This design comes from an exercise in tuning for small area on the open sky130 flow, not from production work. In this exercise RTL edits were held to simulation tests only and were not proved equivalent to the original.

==> inputs of run H <==
// stm32bl_update
module stm32bl_update (
    input  wire        clk,
    input  wire        rst,           
    input  wire        rx_valid,
    input  wire [7:0]  rx_data,
    input  wire        idle,
    input  wire        tick,
    input  wire        te,
    input  wire [63:0] app_vec,
    input  wire [63:0] boot_vec,
    output reg         fl_erase,
    output reg         fl_we,
    output wire [31:0] fl_addr,
    output wire [31:0] fl_wdata,
    output reg         rep_valid,
    output wire [31:0] rep_pages,
    output reg         nf_valid,
    output reg         ho_valid,
    output reg         rb_valid,
    output reg  [31:0] vec_sp,
    output reg  [31:0] vec_entry,
    output wire [1:0]  mode,
    output wire        rx_listen,
    output wire        halted,
    output wire        gone,
    output wire [1:0]  fault
);
clock: 10.0 ns
lec_check: 0
cap_margin: 20
core_margin: 2
core_utilization: 40
slew_margin: 20
standard.sh (not shown) runs the stock make flow with config.mk's settings and CLKGATE_MAP_FILE= SYNTH_SCRIPT=/design/flow/synth_recipe.tcl, a recipe that flattens the netlist after the stock synthesis.
==> flow/flow/run.sh <==
#!/bin/bash
# Standard layout with three changes:
#  - after floorplan, OpenROAD's restructure re-maps the combinational logic for area
#    (registers untouched);
#  - CTS with larger sink clusters and no dummy loads;
#  - ports buffered with buf_1.
export POST_FLOORPLAN_TCL="$PWD/flow/restructure.tcl"
export CTS_ARGS="-sink_clustering_enable -repair_clock_nets -dont_use_dummy_load -sink_clustering_size 25 -sink_clustering_max_diameter 90"
export BUFFER_PORTS_ARGS="-buffer_cell sky130_fd_sc_hd__buf_1"
bash standard.sh > standard.log 2>&1
==> flow/flow/restructure.tcl <==
# Area-oriented re-mapping of the combinational logic (ABC through OpenROAD).
set_dont_use $::env(DONT_USE_CELLS)
set rst_dir $::env(RESULTS_DIR)/restructure
file mkdir $rst_dir
report_design_area
restructure -target area \
  -liberty_file $::env(PLATFORM_DIR)/lib/sky130_fd_sc_hd__tt_025C_1v80.lib \
  -tielo_port sky130_fd_sc_hd__conb_1/LO -tiehi_port sky130_fd_sc_hd__conb_1/HI \
  -work_dir $rst_dir -abc_logfile $rst_dir/abc.log
report_design_area
==> run D: changes against run H <==
--- a/flow/design.v
+++ b/flow/design.v
@@ -96,24 +96,20 @@
     reg        o_erase, o_we, o_rep, o_nf, o_ho, o_rb;
     reg        warm;
     reg        live;
     wire [4:0]  wr_word = r_burst - 5'd1;
     wire [5:0]  rd_w = {r_latch, wr_word};
-    reg [7:0]  rd_hi, rd_lo;
-    reg [31:0] rd_word, rd_grp;
-    integer j, m;
+    reg [63:0] rd_sel;
+    reg [31:0] rd_word;
+    integer j;
     always @* begin
-        rd_hi = 8'd0; rd_hi[rd_w[5:3]] = 1'b1;
-        rd_lo = 8'd0; rd_lo[rd_w[2:0]] = 1'b1;
+        rd_sel  = 64'd0;
+        rd_sel[rd_w] = 1'b1;
         rd_word = 32'd0;
-        for (m = 0; m < 8; m = m + 1) begin
-            rd_grp = 32'd0;
-            for (j = 0; j < 8; j = j + 1)
-                rd_grp = rd_grp | ({32{rd_lo[j]}} &
-                         {buf_mem[32*m+4*j+3], buf_mem[32*m+4*j+2], buf_mem[32*m+4*j+1], buf_mem[32*m+4*j]});
-            rd_word = rd_word | ({32{rd_hi[m]}} & rd_grp);
-        end
+        for (j = 0; j < 64; j = j + 1)
+            rd_word = rd_word | ({32{rd_sel[j]}} &
+                      {buf_mem[4*j+3], buf_mem[4*j+2], buf_mem[4*j+1], buf_mem[4*j]});
     end
     wire [7:0]  cmd_byte = buf_mem[0];
     wire        app_ok = app_vec[31:0] == SP_SENTINEL;
     always @* begin
         n_mode    = r_mode;
==> flow/flow/run.sh (replaced) <==
#!/bin/bash
# Standard layout; CTS with larger sink clusters and no dummy loads; ports buffered with buf_1.
export CTS_ARGS="-sink_clustering_enable -repair_clock_nets -dont_use_dummy_load -sink_clustering_size 25 -sink_clustering_max_diameter 60"
export BUFFER_PORTS_ARGS="-buffer_cell sky130_fd_sc_hd__buf_1"
bash standard.sh > standard.log 2>&1
Settings changed: CORE_UTILIZATION 40 to 55.
removed: flow/flow/restructure.tcl
==> flow_metrics.tcl <==
set metrics [dict create \
    p_sw_share_pct 33.8 \
    total_power_mw 20.2 \
    clkbuf_count 100 \
    yosys-top-cells-area "edfxtp_1, a22oi_1, dfxtp_1" \
    non_clock_inverter_count 92 \
    area_growth_pct 6.73 \
    r2r_cells 20 \
    vias 48800 \
    place_ws_ps 3110 \
    die_w_um 458 \
    crit_fanout 60 \
    status "complete, no violations" \
    fmax_mhz 130 \
    synth_seq_area_share_pct 78.1 \
]
Source of the figures above: run H

==> flow_metrics.tcl <==
set metrics [dict create \
    status "complete, no violations" \
    clkbuf_count 141 \
    crit_fanout 16 \
    synth_seq_area_share_pct 78.3 \
    yosys-top-cells-area "edfxtp_1, a22oi_1, dfxtp_1" \
    place_ws_ps 1910 \
    fmax_mhz 106 \
    die_w_um 390 \
    total_power_mw 18.7 \
    non_clock_inverter_count 35 \
    r2r_cells 11 \
    vias 52800 \
    p_sw_share_pct 28.3 \
    area_growth_pct 10.6 \
]
Source of the figures above: run D

==> afterwards: timing with drivers on the ports <==
How much do the figures lean on ideal ports? The routed layouts below were timed once more, with nothing changed but the port constraints. Step 1, drivers: a clkbuf_16 drives clk and a buf_2 each remaining input, both assumed. Step 2 times the ports against the registers' clock, not the clock port: input delays grow and output delays shrink by t, the midpoint of the rising clock arrivals with the driver on. a / b / c = ideal ports / drivers / drivers and shift; a / b = the first two.
run	shift t [ns]	slack for setup (ns)	worst setup path at the end	worst slew at a driven data input, ns	pins driven straight from the clock port
run H	0.807	2.293 / 2.206 / 2.840	register to register	0.07	1
run D	0.880	0.550 / 0.458 / 1.338	register to output	0.11	1
After both steps setup and hold are still met in every run listed.
